Background: an optimization exercise with open tools, aiming at small area, a short achievable clock period and few clock cycles. Do not read the settings as production practice.
Function was checked by simulation only, so behaviour that the tests miss may differ from the original.
Power and IR drop assume default switching activity.

==> design/flow/design.v <==
module qr_rs_blocktable (
    input  wire [5:0] version,
    input  wire [1:0] ecl,
    output reg  [3:0] ecode,
    output reg  [6:0] n1,
    output reg  [6:0] k1,
    output reg  [6:0] n2
);
  always @(*) begin
    case ({version, ecl})
      {6'd1, 2'd0}: begin ecode = 4'd0; n1 = 7'd1; k1 = 7'd19; n2 = 7'd0; end
      {6'd1, 2'd1}: begin ecode = 4'd1; n1 = 7'd1; k1 = 7'd16; n2 = 7'd0; end
      {6'd1, 2'd2}: begin ecode = 4'd2; n1 = 7'd1; k1 = 7'd13; n2 = 7'd0; end
      {6'd1, 2'd3}: begin ecode = 4'd5; n1 = 7'd1; k1 = 7'd9; n2 = 7'd0; end
      {6'd2, 2'd0}: begin ecode = 4'd1; n1 = 7'd1; k1 = 7'd34; n2 = 7'd0; end
      {6'd2, 2'd1}: begin ecode = 4'd4; n1 = 7'd1; k1 = 7'd28; n2 = 7'd0; end
      {6'd2, 2'd2}: begin ecode = 4'd8; n1 = 7'd1; k1 = 7'd22; n2 = 7'd0; end
      {6'd2, 2'd3}: begin ecode = 4'd11; n1 = 7'd1; k1 = 7'd16; n2 = 7'd0; end
      {6'd3, 2'd0}: begin ecode = 4'd3; n1 = 7'd1; k1 = 7'd55; n2 = 7'd0; end
      {6'd3, 2'd1}: begin ecode = 4'd10; n1 = 7'd1; k1 = 7'd44; n2 = 7'd0; end
      {6'd3, 2'd2}: begin ecode = 4'd6; n1 = 7'd2; k1 = 7'd17; n2 = 7'd0; end
      {6'd3, 2'd3}: begin ecode = 4'd8; n1 = 7'd2; k1 = 7'd13; n2 = 7'd0; end
      {6'd4, 2'd0}: begin ecode = 4'd7; n1 = 7'd1; k1 = 7'd80; n2 = 7'd0; end
      {6'd4, 2'd1}: begin ecode = 4'd6; n1 = 7'd2; k1 = 7'd32; n2 = 7'd0; end
      {6'd4, 2'd2}: begin ecode = 4'd10; n1 = 7'd2; k1 = 7'd24; n2 = 7'd0; end
      {6'd4, 2'd3}: begin ecode = 4'd4; n1 = 7'd4; k1 = 7'd9; n2 = 7'd0; end
      {6'd5, 2'd0}: begin ecode = 4'd10; n1 = 7'd1; k1 = 7'd108; n2 = 7'd0; end
      {6'd5, 2'd1}: begin ecode = 4'd9; n1 = 7'd2; k1 = 7'd43; n2 = 7'd0; end
      {6'd5, 2'd2}: begin ecode = 4'd6; n1 = 7'd2; k1 = 7'd15; n2 = 7'd2; end
      {6'd5, 2'd3}: begin ecode = 4'd8; n1 = 7'd2; k1 = 7'd11; n2 = 7'd2; end
      {6'd6, 2'd0}: begin ecode = 4'd6; n1 = 7'd2; k1 = 7'd68; n2 = 7'd0; end
      {6'd6, 2'd1}: begin ecode = 4'd4; n1 = 7'd4; k1 = 7'd27; n2 = 7'd0; end
      {6'd6, 2'd2}: begin ecode = 4'd9; n1 = 7'd4; k1 = 7'd19; n2 = 7'd0; end
      {6'd6, 2'd3}: begin ecode = 4'd11; n1 = 7'd4; k1 = 7'd15; n2 = 7'd0; end
      {6'd7, 2'd0}: begin ecode = 4'd7; n1 = 7'd2; k1 = 7'd78; n2 = 7'd0; end
      {6'd7, 2'd1}: begin ecode = 4'd6; n1 = 7'd4; k1 = 7'd31; n2 = 7'd0; end
      {6'd7, 2'd2}: begin ecode = 4'd6; n1 = 7'd2; k1 = 7'd14; n2 = 7'd4; end
      {6'd7, 2'd3}: begin ecode = 4'd10; n1 = 7'd4; k1 = 7'd13; n2 = 7'd1; end
      {6'd8, 2'd0}: begin ecode = 4'd9; n1 = 7'd2; k1 = 7'd97; n2 = 7'd0; end
      {6'd8, 2'd1}: begin ecode = 4'd8; n1 = 7'd2; k1 = 7'd38; n2 = 7'd2; end
      {6'd8, 2'd2}: begin ecode = 4'd8; n1 = 7'd4; k1 = 7'd18; n2 = 7'd2; end
      {6'd8, 2'd3}: begin ecode = 4'd10; n1 = 7'd4; k1 = 7'd14; n2 = 7'd2; end
      {6'd9, 2'd0}: begin ecode = 4'd12; n1 = 7'd2; k1 = 7'd116; n2 = 7'd0; end
      {6'd9, 2'd1}: begin ecode = 4'd8; n1 = 7'd3; k1 = 7'd36; n2 = 7'd2; end
      {6'd9, 2'd2}: begin ecode = 4'd7; n1 = 7'd4; k1 = 7'd16; n2 = 7'd4; end
      {6'd9, 2'd3}: begin ecode = 4'd9; n1 = 7'd4; k1 = 7'd12; n2 = 7'd4; end
      {6'd10, 2'd0}: begin ecode = 4'd6; n1 = 7'd2; k1 = 7'd68; n2 = 7'd2; end
      {6'd10, 2'd1}: begin ecode = 4'd10; n1 = 7'd4; k1 = 7'd43; n2 = 7'd1; end
      {6'd10, 2'd2}: begin ecode = 4'd9; n1 = 7'd6; k1 = 7'd19; n2 = 7'd2; end
      {6'd10, 2'd3}: begin ecode = 4'd11; n1 = 7'd6; k1 = 7'd15; n2 = 7'd2; end
      {6'd11, 2'd0}: begin ecode = 4'd7; n1 = 7'd4; k1 = 7'd81; n2 = 7'd0; end
      {6'd11, 2'd1}: begin ecode = 4'd12; n1 = 7'd1; k1 = 7'd50; n2 = 7'd4; end
      {6'd11, 2'd2}: begin ecode = 4'd11; n1 = 7'd4; k1 = 7'd22; n2 = 7'd4; end
      {6'd11, 2'd3}: begin ecode = 4'd9; n1 = 7'd3; k1 = 7'd12; n2 = 7'd8; end
      {6'd12, 2'd0}: begin ecode = 4'd9; n1 = 7'd2; k1 = 7'd92; n2 = 7'd2; end
      {6'd12, 2'd1}: begin ecode = 4'd8; n1 = 7'd6; k1 = 7'd36; n2 = 7'd2; end
      {6'd12, 2'd2}: begin ecode = 4'd10; n1 = 7'd4; k1 = 7'd20; n2 = 7'd6; end
      {6'd12, 2'd3}: begin ecode = 4'd11; n1 = 7'd7; k1 = 7'd14; n2 = 7'd4; end
      {6'd13, 2'd0}: begin ecode = 4'd10; n1 = 7'd4; k1 = 7'd107; n2 = 7'd0; end
      {6'd13, 2'd1}: begin ecode = 4'd8; n1 = 7'd8; k1 = 7'd37; n2 = 7'd1; end
      {6'd13, 2'd2}: begin ecode = 4'd9; n1 = 7'd8; k1 = 7'd20; n2 = 7'd4; end
      {6'd13, 2'd3}: begin ecode = 4'd8; n1 = 7'd12; k1 = 7'd11; n2 = 7'd4; end
      {6'd14, 2'd0}: begin ecode = 4'd12; n1 = 7'd3; k1 = 7'd115; n2 = 7'd1; end
      {6'd14, 2'd1}: begin ecode = 4'd9; n1 = 7'd4; k1 = 7'd40; n2 = 7'd5; end
      {6'd14, 2'd2}: begin ecode = 4'd7; n1 = 7'd11; k1 = 7'd16; n2 = 7'd5; end
      {6'd14, 2'd3}: begin ecode = 4'd9; n1 = 7'd11; k1 = 7'd12; n2 = 7'd5; end
      {6'd15, 2'd0}: begin ecode = 4'd8; n1 = 7'd5; k1 = 7'd87; n2 = 7'd1; end
      {6'd15, 2'd1}: begin ecode = 4'd9; n1 = 7'd5; k1 = 7'd41; n2 = 7'd5; end
      {6'd15, 2'd2}: begin ecode = 4'd12; n1 = 7'd5; k1 = 7'd24; n2 = 7'd7; end
      {6'd15, 2'd3}: begin ecode = 4'd9; n1 = 7'd11; k1 = 7'd12; n2 = 7'd7; end
      {6'd16, 2'd0}: begin ecode = 4'd9; n1 = 7'd5; k1 = 7'd98; n2 = 7'd1; end
      {6'd16, 2'd1}: begin ecode = 4'd11; n1 = 7'd7; k1 = 7'd45; n2 = 7'd3; end
      {6'd16, 2'd2}: begin ecode = 4'd9; n1 = 7'd15; k1 = 7'd19; n2 = 7'd2; end
      {6'd16, 2'd3}: begin ecode = 4'd12; n1 = 7'd3; k1 = 7'd15; n2 = 7'd13; end
      {6'd17, 2'd0}: begin ecode = 4'd11; n1 = 7'd1; k1 = 7'd107; n2 = 7'd5; end
      {6'd17, 2'd1}: begin ecode = 4'd11; n1 = 7'd10; k1 = 7'd46; n2 = 7'd1; end
      {6'd17, 2'd2}: begin ecode = 4'd11; n1 = 7'd1; k1 = 7'd22; n2 = 7'd15; end
      {6'd17, 2'd3}: begin ecode = 4'd11; n1 = 7'd2; k1 = 7'd14; n2 = 7'd17; end
      {6'd18, 2'd0}: begin ecode = 4'd12; n1 = 7'd5; k1 = 7'd120; n2 = 7'd1; end
      {6'd18, 2'd1}: begin ecode = 4'd10; n1 = 7'd9; k1 = 7'd43; n2 = 7'd4; end
      {6'd18, 2'd2}: begin ecode = 4'd11; n1 = 7'd17; k1 = 7'd22; n2 = 7'd1; end
      {6'd18, 2'd3}: begin ecode = 4'd11; n1 = 7'd2; k1 = 7'd14; n2 = 7'd19; end
      {6'd19, 2'd0}: begin ecode = 4'd11; n1 = 7'd3; k1 = 7'd113; n2 = 7'd4; end
      {6'd19, 2'd1}: begin ecode = 4'd10; n1 = 7'd3; k1 = 7'd44; n2 = 7'd11; end
      {6'd19, 2'd2}: begin ecode = 4'd10; n1 = 7'd17; k1 = 7'd21; n2 = 7'd4; end
      {6'd19, 2'd3}: begin ecode = 4'd10; n1 = 7'd9; k1 = 7'd13; n2 = 7'd16; end
      {6'd20, 2'd0}: begin ecode = 4'd11; n1 = 7'd3; k1 = 7'd107; n2 = 7'd5; end
      {6'd20, 2'd1}: begin ecode = 4'd10; n1 = 7'd3; k1 = 7'd41; n2 = 7'd13; end
      {6'd20, 2'd2}: begin ecode = 4'd12; n1 = 7'd15; k1 = 7'd24; n2 = 7'd5; end
      {6'd20, 2'd3}: begin ecode = 4'd11; n1 = 7'd15; k1 = 7'd15; n2 = 7'd10; end
      {6'd21, 2'd0}: begin ecode = 4'd11; n1 = 7'd4; k1 = 7'd116; n2 = 7'd4; end
      {6'd21, 2'd1}: begin ecode = 4'd10; n1 = 7'd17; k1 = 7'd42; n2 = 7'd0; end
      {6'd21, 2'd2}: begin ecode = 4'd11; n1 = 7'd17; k1 = 7'd22; n2 = 7'd6; end
      {6'd21, 2'd3}: begin ecode = 4'd12; n1 = 7'd19; k1 = 7'd16; n2 = 7'd6; end
      {6'd22, 2'd0}: begin ecode = 4'd11; n1 = 7'd2; k1 = 7'd111; n2 = 7'd7; end
      {6'd22, 2'd1}: begin ecode = 4'd11; n1 = 7'd17; k1 = 7'd46; n2 = 7'd0; end
      {6'd22, 2'd2}: begin ecode = 4'd12; n1 = 7'd7; k1 = 7'd24; n2 = 7'd16; end
      {6'd22, 2'd3}: begin ecode = 4'd9; n1 = 7'd34; k1 = 7'd13; n2 = 7'd0; end
      {6'd23, 2'd0}: begin ecode = 4'd12; n1 = 7'd4; k1 = 7'd121; n2 = 7'd5; end
      {6'd23, 2'd1}: begin ecode = 4'd11; n1 = 7'd4; k1 = 7'd47; n2 = 7'd14; end
      {6'd23, 2'd2}: begin ecode = 4'd12; n1 = 7'd11; k1 = 7'd24; n2 = 7'd14; end
      {6'd23, 2'd3}: begin ecode = 4'd12; n1 = 7'd16; k1 = 7'd15; n2 = 7'd14; end
      {6'd24, 2'd0}: begin ecode = 4'd12; n1 = 7'd6; k1 = 7'd117; n2 = 7'd4; end
      {6'd24, 2'd1}: begin ecode = 4'd11; n1 = 7'd6; k1 = 7'd45; n2 = 7'd14; end
      {6'd24, 2'd2}: begin ecode = 4'd12; n1 = 7'd11; k1 = 7'd24; n2 = 7'd16; end
      {6'd24, 2'd3}: begin ecode = 4'd12; n1 = 7'd30; k1 = 7'd16; n2 = 7'd2; end
      {6'd25, 2'd0}: begin ecode = 4'd10; n1 = 7'd8; k1 = 7'd106; n2 = 7'd4; end
      {6'd25, 2'd1}: begin ecode = 4'd11; n1 = 7'd8; k1 = 7'd47; n2 = 7'd13; end
      {6'd25, 2'd2}: begin ecode = 4'd12; n1 = 7'd7; k1 = 7'd24; n2 = 7'd22; end
      {6'd25, 2'd3}: begin ecode = 4'd12; n1 = 7'd22; k1 = 7'd15; n2 = 7'd13; end
      {6'd26, 2'd0}: begin ecode = 4'd11; n1 = 7'd10; k1 = 7'd114; n2 = 7'd2; end
      {6'd26, 2'd1}: begin ecode = 4'd11; n1 = 7'd19; k1 = 7'd46; n2 = 7'd4; end
      {6'd26, 2'd2}: begin ecode = 4'd11; n1 = 7'd28; k1 = 7'd22; n2 = 7'd6; end
      {6'd26, 2'd3}: begin ecode = 4'd12; n1 = 7'd33; k1 = 7'd16; n2 = 7'd4; end
      {6'd27, 2'd0}: begin ecode = 4'd12; n1 = 7'd8; k1 = 7'd122; n2 = 7'd4; end
      {6'd27, 2'd1}: begin ecode = 4'd11; n1 = 7'd22; k1 = 7'd45; n2 = 7'd3; end
      {6'd27, 2'd2}: begin ecode = 4'd12; n1 = 7'd8; k1 = 7'd23; n2 = 7'd26; end
      {6'd27, 2'd3}: begin ecode = 4'd12; n1 = 7'd12; k1 = 7'd15; n2 = 7'd28; end
      {6'd28, 2'd0}: begin ecode = 4'd12; n1 = 7'd3; k1 = 7'd117; n2 = 7'd10; end
      {6'd28, 2'd1}: begin ecode = 4'd11; n1 = 7'd3; k1 = 7'd45; n2 = 7'd23; end
      {6'd28, 2'd2}: begin ecode = 4'd12; n1 = 7'd4; k1 = 7'd24; n2 = 7'd31; end
      {6'd28, 2'd3}: begin ecode = 4'd12; n1 = 7'd11; k1 = 7'd15; n2 = 7'd31; end
      {6'd29, 2'd0}: begin ecode = 4'd12; n1 = 7'd7; k1 = 7'd116; n2 = 7'd7; end
      {6'd29, 2'd1}: begin ecode = 4'd11; n1 = 7'd21; k1 = 7'd45; n2 = 7'd7; end
      {6'd29, 2'd2}: begin ecode = 4'd12; n1 = 7'd1; k1 = 7'd23; n2 = 7'd37; end
      {6'd29, 2'd3}: begin ecode = 4'd12; n1 = 7'd19; k1 = 7'd15; n2 = 7'd26; end
      {6'd30, 2'd0}: begin ecode = 4'd12; n1 = 7'd5; k1 = 7'd115; n2 = 7'd10; end
      {6'd30, 2'd1}: begin ecode = 4'd11; n1 = 7'd19; k1 = 7'd47; n2 = 7'd10; end
      {6'd30, 2'd2}: begin ecode = 4'd12; n1 = 7'd15; k1 = 7'd24; n2 = 7'd25; end
      {6'd30, 2'd3}: begin ecode = 4'd12; n1 = 7'd23; k1 = 7'd15; n2 = 7'd25; end
      {6'd31, 2'd0}: begin ecode = 4'd12; n1 = 7'd13; k1 = 7'd115; n2 = 7'd3; end
      {6'd31, 2'd1}: begin ecode = 4'd11; n1 = 7'd2; k1 = 7'd46; n2 = 7'd29; end
      {6'd31, 2'd2}: begin ecode = 4'd12; n1 = 7'd42; k1 = 7'd24; n2 = 7'd1; end
      {6'd31, 2'd3}: begin ecode = 4'd12; n1 = 7'd23; k1 = 7'd15; n2 = 7'd28; end
      {6'd32, 2'd0}: begin ecode = 4'd12; n1 = 7'd17; k1 = 7'd115; n2 = 7'd0; end
      {6'd32, 2'd1}: begin ecode = 4'd11; n1 = 7'd10; k1 = 7'd46; n2 = 7'd23; end
      {6'd32, 2'd2}: begin ecode = 4'd12; n1 = 7'd10; k1 = 7'd24; n2 = 7'd35; end
      {6'd32, 2'd3}: begin ecode = 4'd12; n1 = 7'd19; k1 = 7'd15; n2 = 7'd35; end
      {6'd33, 2'd0}: begin ecode = 4'd12; n1 = 7'd17; k1 = 7'd115; n2 = 7'd1; end
      {6'd33, 2'd1}: begin ecode = 4'd11; n1 = 7'd14; k1 = 7'd46; n2 = 7'd21; end
      {6'd33, 2'd2}: begin ecode = 4'd12; n1 = 7'd29; k1 = 7'd24; n2 = 7'd19; end
      {6'd33, 2'd3}: begin ecode = 4'd12; n1 = 7'd11; k1 = 7'd15; n2 = 7'd46; end
      {6'd34, 2'd0}: begin ecode = 4'd12; n1 = 7'd13; k1 = 7'd115; n2 = 7'd6; end
      {6'd34, 2'd1}: begin ecode = 4'd11; n1 = 7'd14; k1 = 7'd46; n2 = 7'd23; end
      {6'd34, 2'd2}: begin ecode = 4'd12; n1 = 7'd44; k1 = 7'd24; n2 = 7'd7; end
      {6'd34, 2'd3}: begin ecode = 4'd12; n1 = 7'd59; k1 = 7'd16; n2 = 7'd1; end
      {6'd35, 2'd0}: begin ecode = 4'd12; n1 = 7'd12; k1 = 7'd121; n2 = 7'd7; end
      {6'd35, 2'd1}: begin ecode = 4'd11; n1 = 7'd12; k1 = 7'd47; n2 = 7'd26; end
      {6'd35, 2'd2}: begin ecode = 4'd12; n1 = 7'd39; k1 = 7'd24; n2 = 7'd14; end
      {6'd35, 2'd3}: begin ecode = 4'd12; n1 = 7'd22; k1 = 7'd15; n2 = 7'd41; end
      {6'd36, 2'd0}: begin ecode = 4'd12; n1 = 7'd6; k1 = 7'd121; n2 = 7'd14; end
      {6'd36, 2'd1}: begin ecode = 4'd11; n1 = 7'd6; k1 = 7'd47; n2 = 7'd34; end
      {6'd36, 2'd2}: begin ecode = 4'd12; n1 = 7'd46; k1 = 7'd24; n2 = 7'd10; end
      {6'd36, 2'd3}: begin ecode = 4'd12; n1 = 7'd2; k1 = 7'd15; n2 = 7'd64; end
      {6'd37, 2'd0}: begin ecode = 4'd12; n1 = 7'd17; k1 = 7'd122; n2 = 7'd4; end
      {6'd37, 2'd1}: begin ecode = 4'd11; n1 = 7'd29; k1 = 7'd46; n2 = 7'd14; end
      {6'd37, 2'd2}: begin ecode = 4'd12; n1 = 7'd49; k1 = 7'd24; n2 = 7'd10; end
      {6'd37, 2'd3}: begin ecode = 4'd12; n1 = 7'd24; k1 = 7'd15; n2 = 7'd46; end
      {6'd38, 2'd0}: begin ecode = 4'd12; n1 = 7'd4; k1 = 7'd122; n2 = 7'd18; end
      {6'd38, 2'd1}: begin ecode = 4'd11; n1 = 7'd13; k1 = 7'd46; n2 = 7'd32; end
      {6'd38, 2'd2}: begin ecode = 4'd12; n1 = 7'd48; k1 = 7'd24; n2 = 7'd14; end
      {6'd38, 2'd3}: begin ecode = 4'd12; n1 = 7'd42; k1 = 7'd15; n2 = 7'd32; end
      {6'd39, 2'd0}: begin ecode = 4'd12; n1 = 7'd20; k1 = 7'd117; n2 = 7'd4; end
      {6'd39, 2'd1}: begin ecode = 4'd11; n1 = 7'd40; k1 = 7'd47; n2 = 7'd7; end
      {6'd39, 2'd2}: begin ecode = 4'd12; n1 = 7'd43; k1 = 7'd24; n2 = 7'd22; end
      {6'd39, 2'd3}: begin ecode = 4'd12; n1 = 7'd10; k1 = 7'd15; n2 = 7'd67; end
      {6'd40, 2'd0}: begin ecode = 4'd12; n1 = 7'd19; k1 = 7'd118; n2 = 7'd6; end
      {6'd40, 2'd1}: begin ecode = 4'd11; n1 = 7'd18; k1 = 7'd47; n2 = 7'd31; end
      {6'd40, 2'd2}: begin ecode = 4'd12; n1 = 7'd34; k1 = 7'd24; n2 = 7'd34; end
      {6'd40, 2'd3}: begin ecode = 4'd12; n1 = 7'd20; k1 = 7'd15; n2 = 7'd61; end
      default: begin ecode = 4'd0; n1 = 7'd0; k1 = 7'd0; n2 = 7'd0; end
    endcase
  end
endmodule
module qr_rs_genpoly (
    input  wire [3:0]   ecode,
    output reg  [239:0] coef
);
  always @(*) begin
    case (ecode)
      4'd0: coef = 240'h000000000000000000000000000000000000000000000075440ba49a7a7f;  
      4'd1: coef = 240'h0000000000000000000000000000000000000000c19d715f5ec76f9fc2d8;  
      4'd2: coef = 240'h00000000000000000000000000000000007884532b2e0d3411b111e34989;  
      4'd3: coef = 240'h0000000000000000000000000000001a862097848b69690a4a70a36fc41d;  
      4'd4: coef = 240'h00000000000000000000000000003b243262e52941a3081ed144bd680d3b;  
      4'd5: coef = 240'h000000000000000000000000004f637d3555868f29f953c5167778534277;  
      4'd6: coef = 240'h00000000000000000000000092d943204bad5249dcf0d7c7af9571b7fbef;  
      4'd7: coef = 240'h00000000000000000000aea57979c6e416bb24459670dc06636f05f0b998;  
      4'd8: coef = 240'h0000000000000000f5911ae6da56fd437b1d891c2845bd13f4b6b083b359;  
      4'd9: coef = 240'h0000000000007590d97ff7ed01ce2b3d488249e5967366d8edb246a9767a;  
      4'd10: coef = 240'h000000005e2b4d92904644872ae975d1289118ce384d98c7628804b733f6;  
      4'd11: coef = 240'h0000c53a4ab0937964b57fe9777538f70ca72964ae6796d0fb120d1c09fc;  
      4'd12: coef = 240'h96826a0bc3d84ae42e121948f6b5338ad916b1674605624bc0c3494df6d4;  
      default: coef = 240'h0;
    endcase
  end
endmodule
module qr_rs_encoder (
    input  wire       clk,
    input  wire       rst,           
    input  wire       start,
    input  wire [5:0] cfg_version,
    input  wire [1:0] cfg_ecl,
    output wire       idle,
    output reg        cfg_err,
    input  wire       in_valid,
    input  wire [7:0] in_data,
    output wire       in_ready,
    output wire       out_valid,
    output wire [7:0] out_data,
    output wire       out_last_blk,
    output wire       out_last,
    input  wire       out_ready
);
  localparam S_IDLE  = 2'd0;
  localparam S_SETUP = 2'd1;
  localparam S_DATA  = 2'd2;
  localparam S_OUT   = 2'd3;
  function [7:0] gfmul;
    input [7:0] a;
    input [7:0] b;
    integer i;
    reg [8:0] r;
    begin
      r = 9'd0;
      for (i = 7; i >= 0; i = i - 1) begin
        r = {r[7:0], 1'b0};
        if (r[8]) r = r ^ 9'h11D;
        if (b[i]) r = r ^ {1'b0, a};
      end
      gfmul = r[7:0];
    end
  endfunction
  reg [1:0] state;
  reg [5:0] ver_q;
  reg [1:0] ecl_q;
  reg [4:0] e_len;
  reg [6:0] n1_q;
  reg [6:0] k1_q;
  reg [6:0] nblk;
  reg [6:0] blk;        
  reg [6:0] cnt;        
  reg [7:0] gcoef [0:29];    
  reg [7:0] rem   [0:29];    
  wire [3:0]   t_ecode;
  wire [6:0]   t_n1, t_k1, t_n2;
  wire [239:0] t_coef;
  qr_rs_blocktable u_table (
      .version(ver_q), .ecl(ecl_q),
      .ecode(t_ecode), .n1(t_n1), .k1(t_k1), .n2(t_n2)
  );
  qr_rs_genpoly u_genpoly (.ecode(t_ecode), .coef(t_coef));
  reg [4:0] t_e;
  always @(*) begin
    case (t_ecode)
      4'd0:    t_e = 5'd7;
      4'd1:    t_e = 5'd10;
      4'd2:    t_e = 5'd13;
      4'd3:    t_e = 5'd15;
      4'd4:    t_e = 5'd16;
      4'd5:    t_e = 5'd17;
      4'd6:    t_e = 5'd18;
      4'd7:    t_e = 5'd20;
      4'd8:    t_e = 5'd22;
      4'd9:    t_e = 5'd24;
      4'd10:   t_e = 5'd26;
      4'd11:   t_e = 5'd28;
      default: t_e = 5'd30;
    endcase
  end
  wire cfg_ok = (cfg_version >= 6'd1) && (cfg_version <= 6'd40);
  wire [6:0] k_len = (blk < n1_q) ? k1_q : k1_q + 7'd1;
  wire [7:0] fb = in_data ^ rem[0];
  wire take = (state == S_DATA) && in_valid;
  wire give = (state == S_OUT) && out_ready;
  wire blk_end = (cnt == {2'b00, e_len} - 7'd1);
  assign idle         = (state == S_IDLE);
  assign in_ready     = (state == S_DATA);
  assign out_valid    = (state == S_OUT);
  assign out_data     = rem[0];
  assign out_last_blk = out_valid && blk_end;
  assign out_last     = out_valid && blk_end && (blk == nblk - 7'd1);
  integer j;
  always @(posedge clk) begin
    if (rst) begin
      state   <= S_IDLE;
      cfg_err <= 1'b0;
    end else begin
      case (state)
        S_IDLE: begin
          if (start) begin
            cfg_err <= !cfg_ok;
            if (cfg_ok) begin
              ver_q <= cfg_version;
              ecl_q <= cfg_ecl;
              state <= S_SETUP;
            end
          end
        end
        S_SETUP: begin
          e_len <= t_e;
          n1_q  <= t_n1;
          k1_q  <= t_k1;
          nblk  <= t_n1 + t_n2;
          blk   <= 7'd0;
          cnt   <= 7'd0;
          for (j = 0; j < 30; j = j + 1) begin
            gcoef[j] <= t_coef[8*j +: 8];
            rem[j]   <= 8'd0;
          end
          state <= S_DATA;
        end
        S_DATA: begin
          if (take) begin
            for (j = 0; j < 29; j = j + 1)
              rem[j] <= rem[j+1] ^ gfmul(gcoef[j], fb);
            rem[29] <= gfmul(gcoef[29], fb);
            if (cnt == k_len - 7'd1) begin
              cnt   <= 7'd0;
              state <= S_OUT;
            end else begin
              cnt <= cnt + 7'd1;
            end
          end
        end
        S_OUT: begin
          if (give) begin
            for (j = 0; j < 29; j = j + 1)
              rem[j] <= rem[j+1];
            rem[29] <= 8'd0;
            if (blk_end) begin
              cnt <= 7'd0;
              if (blk == nblk - 7'd1) begin
                state <= S_IDLE;
              end else begin
                blk   <= blk + 7'd1;
                state <= S_DATA;
              end
            end else begin
              cnt <= cnt + 7'd1;
            end
          end
        end
      endcase
    end
  end
endmodule
==> design/flow/run.sh <==
#!/bin/bash
# synth_recipe.tcl (not shown) runs the flow's synth.tcl, then flattens the netlist and writes it again
# the make line also repeats each setting of config.mk as NAME=value (left out here)
make -C /OpenROAD-flow-scripts/flow DESIGN_CONFIG=/design/flow/config.mk WORK_HOME=/design/flow/orfs CLKGATE_MAP_FILE= SYNTH_SCRIPT=/design/flow/synth_recipe.tcl finish
==> design/flow/config.mk <==
export PLATFORM = sky130hd
export DESIGN_NAME = qr_rs_encoder
export DESIGN_NICKNAME = qr_rs_encoder
export VERILOG_FILES = /design/flow/design.v
export SDC_FILE = /design/flow/constraint.sdc
export NUM_CORES = 4
export LEC_CHECK = 0
export CAP_MARGIN = 20
export CORE_MARGIN = 2
export CORE_UTILIZATION = 40
export PLACE_DENSITY = 0.6
export SLEW_MARGIN = 20
export SYNTH_MEMORY_MAX_BITS = 16384
==> design/flow/constraint.sdc <==
create_clock -name core_clock -period 6.5 [get_ports {clk}]
set_input_delay 1.3000 -clock core_clock [delete_from_list [all_inputs] [get_ports {clk}]]
set_output_delay 1.3000 -clock core_clock [all_outputs]
set_load 0.01 [all_outputs]
==> run notes <==
## report_power, final
part	leakage (nW)	internal, mW	switching [mW]	total, mW
Clock	0.980	2.05	1.48	3.54
Combinational	13.5	3.57	4.61	8.18
Sequential	4.42	3.60	0.180	3.78
## worst paths after layout
| check | start | endpoint | cells after the start |
|---|---|---|---|
| worst min register to register | t_k1[3]$_DFF_P_ | k1_q[3]$_DFFE_PP_ | 0 |
| worst min-delay path | t_k1[3]$_DFF_P_ | k1_q[3]$_DFFE_PP_ | 0 |
| worst max register to register | state[0]$_SDFFE_PP0P_ | t_k1[1]$_DFF_P_ | 16 |
| worst max-delay path | start | t_k1[1]$_DFF_P_ | 17 |
## cell families (layout without fill, tap and decap cells)
group | after synthesis | count (layout)
xor gates and xnor gates | 1849 | 1849
muxes | 37 | 37
buffers and inverters | 609 | 391
adders and majority gates | 70 | 70
and+or+nand+nor | 2095 | 2095
AOI/OAI and AO/OA | 1223 | 1223
DFF | 478 | 478
## cells in the final DEF (no fill, tap or decap), types with 65 or more instances in the layout
cell	count
o21ai_0	534
xnor2_1	1412
nand2_1	1429
buf_4	162
or3_1	229
a22oi_1	77
nor2_1	261
a21oi_1	338
xor2_1	374
edfxtp_1	451
ha_1	65
## final cells by class
class | instances | area, sq um
fill | 12500 | 71000
multi-input combinational | 5274 | 34200
sequential | 478 | 14100
tap | 1650 | 2060
timing repair buffer | 220 | 2040
clock buffer | 71 | 1580
clock inverter | 37 | 434
inverter | 63 | 244
## metal layers
metal | part of all wire, % | wire length, um | vias up
li1 | - | - | 20600
met1 | 42 | 74300 | 21500
met2 | 46 | 81700 | 2065
met3 | 7.7 | 13700 | 422
met4 | 4.9 | 8730 | 2
met5 | 0.0039 | 7 | -
## state kept, by name (all words and copies together) (netlist names)
signal,cells
ver_q,6
t_k1,7
k1_q,7
e_len,5
t_n1,6
t_n2,7
nblk,7
t_ecode,4
cfg_err,1
rem,240
n1_q,6
blk,7
cnt,7
ecl_q,2
state,2
gcoef,164
## critical path, cell delays in order
cell and delay (ns):
clkdlybuf4s50_1 0.45, nor3b_1 0.49, buf_4 0.25, o2111a_1 0.36
nor2b_4 0.26, mux2i_1 0.16, buf_12 0.20, inv_1 0.17
ha_1 0.47, inv_1 0.21, ha_1 0.27, nor2_1 0.17
a211oi_1 0.09, a311oi_1 0.42, a311oi_1 0.11, a31o_2 0.24
a32o_1 0.21
## Yosys cell counts (22+ instances only)
cell and count:
nor3_1 56, buf_4 25, dfxtp_1 27, inv_1 60, xnor2_2 32, clkbuf_1 317
mux2i_1 24, nand2_1 1429, nor2_1 261, ha_1 65, a31oi_1 28, o211ai_1 36
edfxtp_1 451, a211oi_1 23, xor2_1 379, xnor2_1 1416, buf_2 130, a21oi_1 339
a22oi_1 77, buf_1 68, o22ai_1 30, or3_1 229, nand3_1 30, a221oi_1 22
o21ai_0 534
==> key figures <==
Run status
  • Status: complete, no violations

STA
  • Setup TNS: 0 ns
  • RSZ-0062 raised after global routing: no
  • Slew headroom: 30.8%
  • Clock skew: 0.0420 ns
  • Setup Viol. Count Final: 0
  • Fin. Hold Viols: 0
  • Fmax: 0.189 GHz
  • Worst slew pin tran: 1.03 ns
  • Worst setup margin: 1.22 ns
  • Hold_ws: 0.399 ns
  • Minimum clock period: 5.28 ns
  • Max Slew Vio Count: 0
  • Fin crit share: 81.3%

Global route
  • M2 GR Usage: 43.1%
  • First-pass GRT wire length: 269000 um
  • Met1 usage: 35.8%
  • Remaining Overflow, GRT: 0
  • Busiest grt layer: met2
  • Largest net degree at the start of global routing: 117
  • Initial antenna violation count: 2
  • Vias in the first global route: 41800
  • GRT Overall Usage: 26.7%
  • Met3 Track Usage GR: 3.30%

Power and ir drop
  • Total power: 15.5 mW
  • Lkg Pwr: 18.9 nW
  • Peak VDD IR: 207 uV
  • Power Density: 284 mW/mm^2

Critical path
  • Worst-path fanout max: 16
  • Critical Path Sink Type: flop
  • Critical path data arrival time: 5.83 ns
  • Reg2Reg Setup Slack: 1.72 ns
  • Setup Crit Path Kind: input pin to flop
  • Crit start category: input pin
  • Critical Path RT: 7.04 ns

Die
  • Rows: 130
  • Total I/O pin count: 35
  • Starting Density: 40.3%
  • Core area: 0.126 sq mm
  • Die width: 360 um
  • Die Ht: 360 um
  • Die area: 0.129 sq mm

Min path
  • HP Class: flop to flop

Finish
  • Fin util: 43.5%
  • P&R area growth vs syn: 8.02%
  • Post-Layout Cell Count: 7793
  • Share of cells above drive strength 1: 6.04%
  • Design Area, Final: 0.0546 sq mm
  • # diodes: 0
  • Fin nets: 6185

Placement
  • Hpwl dp: 124000 um
  • Placed Area: 0.0526 sq mm
  • Pre-CTS setup slack: 0.630 ns
  • Cell total after placement: 7685
  • Port Buffers: 34
  • RePlAce Congestion: 1.01

Yosys
  • Mux contribution to synthesized area: 0.765%
  • Main flop type after synthesis: edfxtp_1
  • Post-Synth XOR/XNOR Area: 33.1%
  • Synth unique cells: 75
  • Ys Warns: 5
  • Post-Syn Area per Cell: 7.95 sq um
  • Cells after synthesis: 6361
  • Number of synthesized flops with an enable pin: 451
  • Ys async rst share: 0%
  • Post-Synth Simple-Gate Area: 17.4%
  • #FFs+latches synth: 478
  • Synth Area in Adders: 1.81%
  • Yosys top cell by area: edfxtp_1
  • Largest family of logic cells by synthesized area: XOR/XNOR gates
  • Synth top area share: 26.8%
  • Synthesized Nets: 6452
  • Seq/Total Area, Yosys: 27.9%
  • Synth area leaders: edfxtp_1 27%, xnor2_1 25%, nand2_1 11%
  • Synth Area in Compound Gates: 14.0%
  • Cell Area, Synth: 0.0506 sq mm

Routing
  • Drt pass-1 iters: 6
  • WL/cell: 22.9 um
  • Routed via count: 44600
  • Initial DRC count: 5201
  • Post-route DRC: 0
  • Routed Antenna Nets: 0
  • Vias per cell: 5.72
  • WL final: 178000 um

Clock network
  • Reg clk slew, reported paths: 0.06 ns
  • Clock Root Buffer: clkbuf_16
  • Setup Buffers After CTS: 0
  • CTS H-Tree Depth: 2
  • CTS Buffer Depth: 3
  • TritonCTS clock tree: built
  • Post_cts resized: 0
  • Num CTS Buffers: 57
  • Skew-Pair Late Insertion Delay: 0.70 ns
  • Hold Buf Count CTS: 0
  • Clk sinks: 478

Run
  • # Max-Cap Violations: 0
Testbench counts, summed over its fixed seeds: cycles 95,512.

[re-timing with driven ports]
How much do the figures lean on ideal ports? The routed layout below was timed once more, with nothing changed but the port constraints. Step 1 assumes that a clkbuf_16 drives the clock port and a buf_2 every other input. Step 2 adds t to the input delays and takes it off the output delays; t is the mean of the earliest and latest rising clock arrival at the registers after step 1. Input paths then give back, and output paths get back, about the clock's delay inside the block. a / b / c = no drivers / after step 1 / after step 2; a / b = the first two.
t, ns: 0.747
setup slack, ns: 1.216 / 1.258 / 0.511
worst setup path at the end: input to register
worst slew at a driven data input, ns: 0.05
cell pins on the clock port's net: 1
After both steps setup and hold are still met in this run. For this run, drivers alone change the setup slack by +0.042 ns; drivers and shift together by -0.705 ns.
